This is an optimization exercise on Yosys and OpenROAD, whose aim is small area, a short achievable clock period and few clock cycles per item, not a production implementation.
The RTL was checked by simulation tests, not by an equivalence proof against the original design.
Power is estimated from default activity; no workload was simulated.

`flow/config.mk`:
```
export PLATFORM = sky130hd
export DESIGN_NAME = ioc_audio_enc
export DESIGN_NICKNAME = ioc_audio_enc
export VERILOG_FILES = /design/flow/design.v
export SDC_FILE = /design/flow/constraint.sdc
export NUM_CORES = 4
export LEC_CHECK = 0
export CAP_MARGIN = 20
export CORE_MARGIN = 2
export CORE_UTILIZATION = 40
export PLACE_DENSITY = 0.6
export SLEW_MARGIN = 20
```
`flow/constraint.sdc`:
```
create_clock -name core_clock -period 9.0 [get_ports {clk}]
set_input_delay 1.8000 -clock core_clock [delete_from_list [all_inputs] [get_ports {clk}]]
set_output_delay 1.8000 -clock core_clock [all_outputs]
set_load 0.01 [all_outputs]
```
`flow/run.sh`:
```
#!/bin/bash
# synth_recipe.tcl (not shown) runs the flow's synth.tcl, then flattens the netlist and writes it again
# the make line also repeats each setting of config.mk as NAME=value (left out here)
make -C /OpenROAD-flow-scripts/flow DESIGN_CONFIG=/design/flow/config.mk WORK_HOME=/design/flow/orfs CLKGATE_MAP_FILE= SYNTH_SCRIPT=/design/flow/synth_recipe.tcl finish
```
`flow/design.v`:
```
module ioc_audio_enc (
    input  wire        clk,
    input  wire        rst,           
    input  wire [1:0]  cfg_coding,    
    input  wire        cfg_word_sel,  
    input  wire [63:0] now_us,        
    input  wire        in_valid,
    output wire        in_ready,
    input  wire [63:0] in_frame,      
    output wire        out_valid,
    input  wire        out_ready,
    output reg  [7:0]  out_data,
    output wire        out_last,      
    output reg  [31:0] bad_cnt        
);
    localparam [2:0] S_COLLECT = 3'd0,
                     S_HDR     = 3'd1,
                     S_BEND    = 3'd2,
                     S_EMIT    = 3'd3;
    localparam [1:0] C_PCM = 2'd0, C_U8 = 2'd1, C_U10 = 2'd2;
    reg  [2:0]  state;
    reg  [3:0]  grp;         
    reg  [4:0]  idx;         
    reg  [3:0]  hcnt;        
    reg  [5:0]  ecnt;        
    reg  [3:0]  u10_a;       
    reg  [3:0]  u10_o;       
    reg  [31:0] pbuf [0:31];
    reg  [31:0] max0, max1;  
    reg  [3:0]  shift;       
    reg  [5:0]  umin;        
    reg  [15:0] seq;
    reg  [63:0] ts;
    wire        in_fire = in_valid && in_ready;
    wire [31:0] word    = cfg_word_sel ? in_frame[63:32] : in_frame[31:0];
    wire [23:0] raw24   = {word[15:8], word[7:0], word[31:24]};
    wire [31:0] raw     = {{8{raw24[23]}}, raw24};
    wire        bad     = (word[23:16] != 8'hFF);
    wire [31:0] rawmag  = raw[31] ? (~raw + 32'd1) : raw;
    reg  [5:0]  u;           
    integer k;
    always @* begin
        u = 6'd31;
        for (k = 0; k < 31; k = k + 1)
            if (rawmag[k]) u = 6'd30 - k[5:0];
        if (rawmag[31] || rawmag[30]) u = 6'd0;
    end
    wire [31:0] p    = raw << shift;
    wire [31:0] pmag = p[31] ? (~p + 32'd1) : p;
    wire [5:0]  umin_next = (u < umin) ? u : umin;
    wire [4:0] nb = (cfg_coding == C_U10) ? 5'd10 : 5'd8;
    function [3:0] coded_shift(input [31:0] m, input [4:0] nbits);
        reg [5:0] ub;
        reg [5:0] used;
        reg [5:0] diff;
        integer j;
        begin
            ub = 6'd31;
            for (j = 0; j < 31; j = j + 1)
                if (m[j]) ub = 6'd30 - j[5:0];
            if (m[31] || m[30]) ub = 6'd0;
            used = 6'd32 - ub;
            diff = used - {1'b0, nbits} - 6'd16;
            if (used > {1'b0, nbits} + 6'd16)
                coded_shift = diff[3:0];
            else
                coded_shift = 4'd0;
        end
    endfunction
    wire [3:0] cs0 = coded_shift(max0, nb);
    wire [3:0] cs1 = coded_shift(max1, nb);
    wire [15:0] body_len = (cfg_coding == C_U8)  ? 16'd330 :
                           (cfg_coding == C_U10) ? 16'd410 : 16'd640;
    wire [5:0]  grp_lastb = (cfg_coding == C_U8)  ? 6'd32 :     
                            (cfg_coding == C_U10) ? 6'd40 : 6'd63;
    reg [7:0] hdr_byte;
    always @* begin
        case (hcnt)
            4'd0:  hdr_byte = 8'h5A;
            4'd1:  hdr_byte = {6'd0, cfg_coding};
            4'd2:  hdr_byte = seq[15:8];
            4'd3:  hdr_byte = seq[7:0];
            4'd4:  hdr_byte = ts[63:56];
            4'd5:  hdr_byte = ts[55:48];
            4'd6:  hdr_byte = ts[47:40];
            4'd7:  hdr_byte = ts[39:32];
            4'd8:  hdr_byte = ts[31:24];
            4'd9:  hdr_byte = ts[23:16];
            4'd10: hdr_byte = ts[15:8];
            4'd11: hdr_byte = ts[7:0];
            4'd12: hdr_byte = body_len[15:8];
            default: hdr_byte = body_len[7:0];
        endcase
    end
    wire [5:0]  u8_pos  = ecnt - 6'd1;
    wire        u8_half = u8_pos[4];
    wire [31:0] u8_smp  = pbuf[u8_pos[4:0]];
    wire [4:0]  u8_sh   = 5'd16 + {1'b0, u8_half ? cs1 : cs0};
    wire [31:0] u8_v    = $signed(u8_smp) >>> u8_sh;
    wire        u10_half = (ecnt > 6'd20);
    wire [4:0]  u10_i0   = {u10_half, u10_a};
    wire [4:0]  u10_i1   = {u10_half, u10_a + 4'd1};
    wire [4:0]  u10_sh   = 5'd16 + {1'b0, u10_half ? cs1 : cs0};
    wire [31:0] u10_v0   = $signed(pbuf[u10_i0]) >>> u10_sh;
    wire [31:0] u10_v1   = $signed(pbuf[u10_i1]) >>> u10_sh;
    wire [19:0] u10_pair = {u10_v0[9:0], u10_v1[9:0]};
    wire [7:0]  u10_byte = u10_pair[5'd19 - u10_o -: 8];
    wire [31:0] pcm_smp  = pbuf[ecnt[5:1]];
    wire [7:0]  pcm_byte = ecnt[0] ? pcm_smp[23:16] : pcm_smp[31:24];
    always @* begin
        if (state == S_HDR)
            out_data = hdr_byte;
        else if (cfg_coding == C_PCM)
            out_data = pcm_byte;
        else if (ecnt == 6'd0)
            out_data = {cs0, cs1};
        else if (cfg_coding == C_U8)
            out_data = u8_v[7:0];
        else
            out_data = u10_byte;
    end
    assign in_ready  = (state == S_COLLECT);
    assign out_valid = (state == S_HDR) || (state == S_EMIT);
    assign out_last  = (state == S_EMIT) && (grp == 4'd9) && (ecnt == grp_lastb);
    wire out_fire = out_valid && out_ready;
    wire [5:0] sh_clamp = ({2'b00, shift} < umin) ? {2'b00, shift} : umin;
    wire [5:0] sh_diff  = umin - sh_clamp;
    reg  [5:0] sh_new;
    always @* begin
        if (sh_diff > 6'd4 && sh_clamp < 6'd12)
            sh_new = sh_clamp + 6'd1;
        else if (sh_diff < 6'd4 && sh_clamp > 6'd0)
            sh_new = sh_clamp - 6'd1;
        else
            sh_new = sh_clamp;
    end
    always @(posedge clk) begin
        if (rst) begin
            state   <= S_COLLECT;
            grp     <= 4'd0;
            idx     <= 5'd0;
            hcnt    <= 4'd0;
            ecnt    <= 6'd0;
            u10_a   <= 4'd0;
            u10_o   <= 4'd0;
            max0    <= 32'd0;
            max1    <= 32'd0;
            shift   <= 4'd0;
            umin    <= 6'd31;
            seq     <= 16'd0;
            ts      <= 64'd0;
            bad_cnt <= 32'd0;
        end else begin
            case (state)
                S_COLLECT: if (in_fire) begin
                    pbuf[idx] <= p;
                    if (idx[4]) begin
                        if (pmag > max1) max1 <= pmag;
                    end else begin
                        if (pmag > max0) max0 <= pmag;
                    end
                    umin <= umin_next;
                    if (bad) bad_cnt <= bad_cnt + 32'd1;
                    if (grp == 4'd0 && idx == 5'd0) ts <= now_us;
                    idx <= idx + 5'd1;
                    if (idx == 5'd31) begin
                        ecnt  <= 6'd0;
                        u10_a <= 4'd0;
                        u10_o <= 4'd0;
                        hcnt  <= 4'd0;
                        if (grp == 4'd0)      state <= S_HDR;
                        else if (grp == 4'd9) state <= S_BEND;
                        else                  state <= S_EMIT;
                    end
                end
                S_HDR: if (out_fire) begin
                    hcnt <= hcnt + 4'd1;
                    if (hcnt == 4'd13) state <= S_EMIT;
                end
                S_BEND: begin
                    shift <= sh_new[3:0];
                    umin  <= umin + 6'd1;
                    state <= S_EMIT;
                end
                S_EMIT: if (out_fire) begin
                    ecnt <= ecnt + 6'd1;
                    if (cfg_coding == C_U10 && ecnt != 6'd0) begin
                        if (ecnt == 6'd20) begin
                            u10_a <= 4'd0;
                            u10_o <= 4'd0;
                        end else if (u10_o >= 4'd2) begin
                            u10_a <= u10_a + 4'd1;
                            u10_o <= u10_o - 4'd2;
                        end else begin
                            u10_o <= u10_o + 4'd8;
                        end
                    end
                    if (ecnt == grp_lastb) begin
                        max0  <= 32'd0;
                        max1  <= 32'd0;
                        state <= S_COLLECT;
                        if (grp == 4'd9) begin
                            grp <= 4'd0;
                            seq <= seq + 16'd1;
                        end else begin
                            grp <= grp + 4'd1;
                        end
                    end
                end
                default: state <= S_COLLECT;
            endcase
        end
    end
endmodule
```
==> flow_results.xml <==
<?xml version="1.0" encoding="UTF-8"?>
<metrics>
  <group name="power_and_ir_drop">
    <metric name="pwr_density_cell" unit="nW/um2">259</metric>
    <metric name="leakagePower" unit="uW">0.0188</metric>
    <metric name="overall_power" unit="uW">15200</metric>
    <metric name="worst_ir_drop_vdd" unit="V">0.000336</metric>
  </group>
  <group name="die">
    <metric name="placement_rows" unit="">131</metric>
    <metric name="initial_utilization" unit="%">40.3</metric>
    <metric name="die_width" unit="um">363</metric>
    <metric name="ioPinCount" unit="">178</metric>
    <metric name="die_height" unit="um">363</metric>
    <metric name="core_area" unit="um2">128000</metric>
    <metric name="fp.dieArea" unit="um2">132000</metric>
  </group>
  <group name="timing">
    <metric name="fin_worst_hold_slack" unit="ns">0.451</metric>
    <metric name="relSlewSlack" unit="%">20.4</metric>
    <metric name="worst_clock_skew" unit="ns">0.0652</metric>
    <metric name="hold_viol_final" unit="">0</metric>
    <metric name="min_period" unit="ns">8.69</metric>
    <metric name="fin_ws" unit="ns">0.312</metric>
    <metric name="finalCritPeriodShare" unit="%">96.5</metric>
    <metric name="timing_max_transition_violations_final" unit="">0</metric>
    <metric name="setup_violations" unit="">0</metric>
    <metric name="worst-slew-pin-transition" unit="ns">1.19</metric>
    <metric name="setup-tns-final" unit="ns">0</metric>
    <metric name="max_clock_freq" unit="MHz">115</metric>
  </group>
  <group name="grt">
    <metric name="grt_max_degree" unit="">76</metric>
    <metric name="antenna_found_initial" unit="">8</metric>
    <metric name="grtUsageTotal" unit="%">26.5</metric>
    <metric name="first_global_vias" unit="">38400</metric>
    <metric name="grt-ovfl-total" unit="">0</metric>
    <metric name="grt_pass1_wl" unit="mm">260</metric>
  </group>
  <group name="logic_synthesis">
    <metric name="asyncSetResetFlopFracSynth" unit="%">0</metric>
    <metric name="ys_seq_area_share" unit="%">38.4</metric>
    <metric name="syn_inst" unit="">4150</metric>
    <metric name="synth.yosys.warnings" unit="">1</metric>
    <metric name="synth_enable_flop_cells" unit="">512</metric>
    <metric name="synth_nets" unit="">4399</metric>
    <metric name="dominantRegCellSynth" unit="">sky130_fd_sc_hd__edfxtp_1</metric>
    <metric name="ys_types" unit="">114</metric>
    <metric name="syn-mean-instance-area" unit="um2">12.4</metric>
    <metric name="flip_flop_and_latch_count_after_synthesis" unit="">731</metric>
    <metric name="synth.cell_area" unit="um2">51500</metric>
  </group>
  <group name="drt">
    <metric name="drt-total-wl" unit="mm">176</metric>
    <metric name="wl_per_cell" unit="um">29.3</metric>
    <metric name="antenna_left" unit="">0</metric>
    <metric name="routed_via_count" unit="">39800</metric>
    <metric name="drt_iter0_markers" unit="">4930</metric>
    <metric name="drt-vias-per-instance" unit="">6.63</metric>
    <metric name="drc" unit="">0</metric>
    <metric name="detail_route.first_pass.iterations" unit="">6</metric>
  </group>
  <group name="clocking">
    <metric name="tritoncts_clock_tree" unit="">done</metric>
    <metric name="clock_insertion_delay_worst_skew" unit="ns">0.70</metric>
    <metric name="tritoncts_buffer_count" unit="">82</metric>
    <metric name="cts.htree.levels" unit="">3</metric>
    <metric name="clock-sinks" unit="">731</metric>
    <metric name="root_buffer_cell" unit="">sky130_fd_sc_hd__clkbuf_16</metric>
    <metric name="clk_pin_slew" unit="ns">0.06</metric>
    <metric name="ctsLongestPathBuffers" unit="">3</metric>
    <metric name="cts_hold_repair.buffers" unit="">0</metric>
  </group>
  <group name="cells_and_area">
    <metric name="layout-area-overhead-vs-synth" unit="%">13.8</metric>
    <metric name="layout-drive-gt1-share" unit="%">25.1</metric>
    <metric name="layout.cells.most_common" unit="">sky130_fd_sc_hd__mux4_2</metric>
    <metric name="postLayoutCoreUtil" unit="%">45.9</metric>
    <metric name="nets" unit="">4523</metric>
    <metric name="layout_common_cells" unit="">613 x sky130_fd_sc_hd__mux4_2, 512 x sky130_fd_sc_hd__edfxtp_1, 321 x sky130_fd_sc_hd__mux2i_1, 318 x sky130_fd_sc_hd__nand2_1, 283 x sky130_fd_sc_hd__nor2_1</metric>
  </group>
  <group name="setup_path">
    <metric name="cp_data_required_time" unit="ns">7.20</metric>
    <metric name="worstPathArrival" unit="ns">6.89</metric>
    <metric name="path_max_fanout" unit="">16</metric>
    <metric name="critPathLaunchType" unit="">register</metric>
    <metric name="crit_type" unit="">register to output port</metric>
    <metric name="critPathCaptureType" unit="">output port</metric>
  </group>
  <group name="placement">
    <metric name="place_congestion" unit="">0.924</metric>
    <metric name="dp_hpwl" unit="mm">119</metric>
    <metric name="dp_slack" unit="ns">0.180</metric>
    <metric name="placement.io_buffers" unit="">177</metric>
  </group>
  <group name="job">
    <metric name="cap_violations" unit="">0</metric>
  </group>
  <group name="min_path">
    <metric name="timing.hold.worst.class" unit="">register to register</metric>
  </group>
  <group name="status">
    <metric name="status" unit="">finished clean</metric>
  </group>
</metrics>
per-layer routing:
layer | part of all wire, % | track usage, % | wire, um
met4 | 4.6 | 10.8 | 8050
met3 | 11 | 7.17 | 19200
met1 | 38 | 34.4 | 67800
met2 | 46 | 42.1 | 81100
met5 | 0.058 | 0 | 102
path summary, 6_finish.rpt:
path         cells past startpoint  startpoint  slack (ns)           to
max                             23    max0[17]        0.31  out_data[7]
min                              2      ts[46]        0.45       ts[46]
max reg2reg                     27    shift[2]        2.68     max1[24]
min reg2reg                      2      ts[46]        0.45       ts[46]
sequential cells by signal, indices dropped and copies added (netlist names), named ones only:
register	count
bad_cnt	32
pbuf	512
ts	64
u10_o	3
hcnt	4
max0	32
ecnt	6
u10_a	4
grp	4
max1	32
shift	4
umin	6
seq	16
idx	5
state	2
stage by stage:
| stage | instance area [um2] | instances |
|---|---|---|
| 4_1_cts | 58500 | 5998 |
| 6_report | 58600 | 6005 |
| 3_5_place_dp | 55600 | 5843 |
| 2_1_floorplan | 51500 | 4150 |
| 3_3_place_gp | 55600 | 5843 |
| 5_1_grt | 58600 | 6003 |
power by group:
| group | leakage, uW | switching, uW | internal (uW) | total (uW) |
|---|---|---|---|---|
| Sequential | 0.00639 | 154 | 3800 | 3950 |
| Clock | 0.00134 | 1500 | 1960 | 3460 |
| Combinational | 0.0111 | 4480 | 3250 | 7740 |
cells by family after synthesis:
logic type                 synth area share [%]
AOI/OAI and AO/OA                          9.66
xor gates and xnor gates                   1.86
adders and majority gates                  2.79
buffers and inverters                      3.57
DFF                                        38.4
muxes                                      34.2
and+or+nand+nor                            9.53
timing repair:
| item | 4_1_cts | 5_1_grt |
|---|---|---|
| setup endpoints to repair | 2 | 8 |
| resized for setup | 1 | 11 |
| setup buffers | 4 | 4 |
| pin swaps | 0 | 3 |
worst max-delay path: stages (launching register included):
cell,delay (ns)
sky130_fd_sc_hd__dfxtp_1,0.35
sky130_fd_sc_hd__or4_1,0.66
sky130_fd_sc_hd__a311oi_2,0.38
sky130_fd_sc_hd__o211ai_1,0.18
sky130_fd_sc_hd__a21o_1,0.22
sky130_fd_sc_hd__ha_1,0.30
sky130_fd_sc_hd__inv_1,0.05
sky130_fd_sc_hd__ha_1,0.23
sky130_fd_sc_hd__inv_1,0.14
sky130_fd_sc_hd__nand3_1,0.10
sky130_fd_sc_hd__nor4_2,0.42
sky130_fd_sc_hd__a211o_2,0.24
sky130_fd_sc_hd__or2_1,0.15
sky130_fd_sc_hd__o2111ai_2,0.24
sky130_fd_sc_hd__mux2i_4,0.40
sky130_fd_sc_hd__buf_4,0.31
sky130_fd_sc_hd__nand2_1,0.13
sky130_fd_sc_hd__o221a_2,0.37
sky130_fd_sc_hd__a31o_2,0.25
sky130_fd_sc_hd__a31oi_1,0.15
sky130_fd_sc_hd__o211a_1,0.19
sky130_fd_sc_hd__a311oi_2,0.06
sky130_fd_sc_hd__buf_4,0.20
sky130_fd_sc_hd__clkdlybuf4s50_1,0.47
cell usage after synthesis, drive strengths merged, types with 9 or more instances:
cell / instances / share of area (%)
nor4: 36 / 0.53
a22oi: 38 / 0.55
or3: 18 / 0.22
and3: 18 / 0.22
mux2: 45 / 0.98
o21a: 17 / 0.25
o22ai: 12 / 0.17
buf: 121 / 1.2
nand3: 70 / 0.68
a21oi: 191 / 1.9
o2111ai: 9 / 0.18
xor2: 54 / 0.92
o221ai: 10 / 0.17
o211ai: 33 / 0.50
nand2b: 32 / 0.39
nand4: 35 / 0.43
a211oi: 34 / 0.53
ha: 113 / 2.7
xnor2: 55 / 0.94
mux4: 613 / 27
clkbuf: 186 / 1.4
dfxtp: 219 / 8.5
or4: 14 / 0.22
o21ai: 156 / 1.5
a221oi: 45 / 0.80
edfxtp: 512 / 30
and2: 52 / 0.63
nor2: 317 / 2.3
o31ai: 14 / 0.21
mux2i: 326 / 6.4
a311oi: 17 / 0.29
nor2b: 26 / 0.32
nand2: 318 / 2.3
a21o: 22 / 0.32
inv: 137 / 1.0
a31oi: 26 / 0.35
a21boi: 9 / 0.13
nor3: 70 / 0.75
layout make-up:
class,instances,area (um2)
Antenna cell,2,5.00
Clock buffer,99,2200
Clock inverter,52,577
Fill cell,11400,69100
Inverter,138,518
Multi-Input combinational cell,2974,30200
Sequential cell,731,19800
Tap cell,1662,2080
Timing Repair Buffer,347,3240
Testbench counts, summed over its fixed seeds: cycles 76,320, blocks 96.

-- static timing again, ports no longer ideal --
How much do the figures lean on ideal ports? The routed layout below was timed once more, with nothing changed but the port constraints.
Step 1 assumes that a clkbuf_16 drives the clock port and a buf_2 every other input.
Step 2, shift: input delay + t, output delay - t, t = (earliest + latest rising clock arrival at the registers) / 2. This alone moves slack from input paths to output paths.
a / b / c = no drivers / after step 1 / after step 2; a / b = the first two.
shift t [ns]: 0.742
slack for setup (ns): 0.312 / 0.241 / 0.295
hold slack, ns: 0.451 / 0.451 / 0.451
worst setup path after step 2: input to output
worst data-port slew with drivers (ns): 0.10
After both steps setup and hold are still met in this run. For this run, drivers alone change the setup slack by -0.071 ns; drivers and shift together by -0.017 ns.
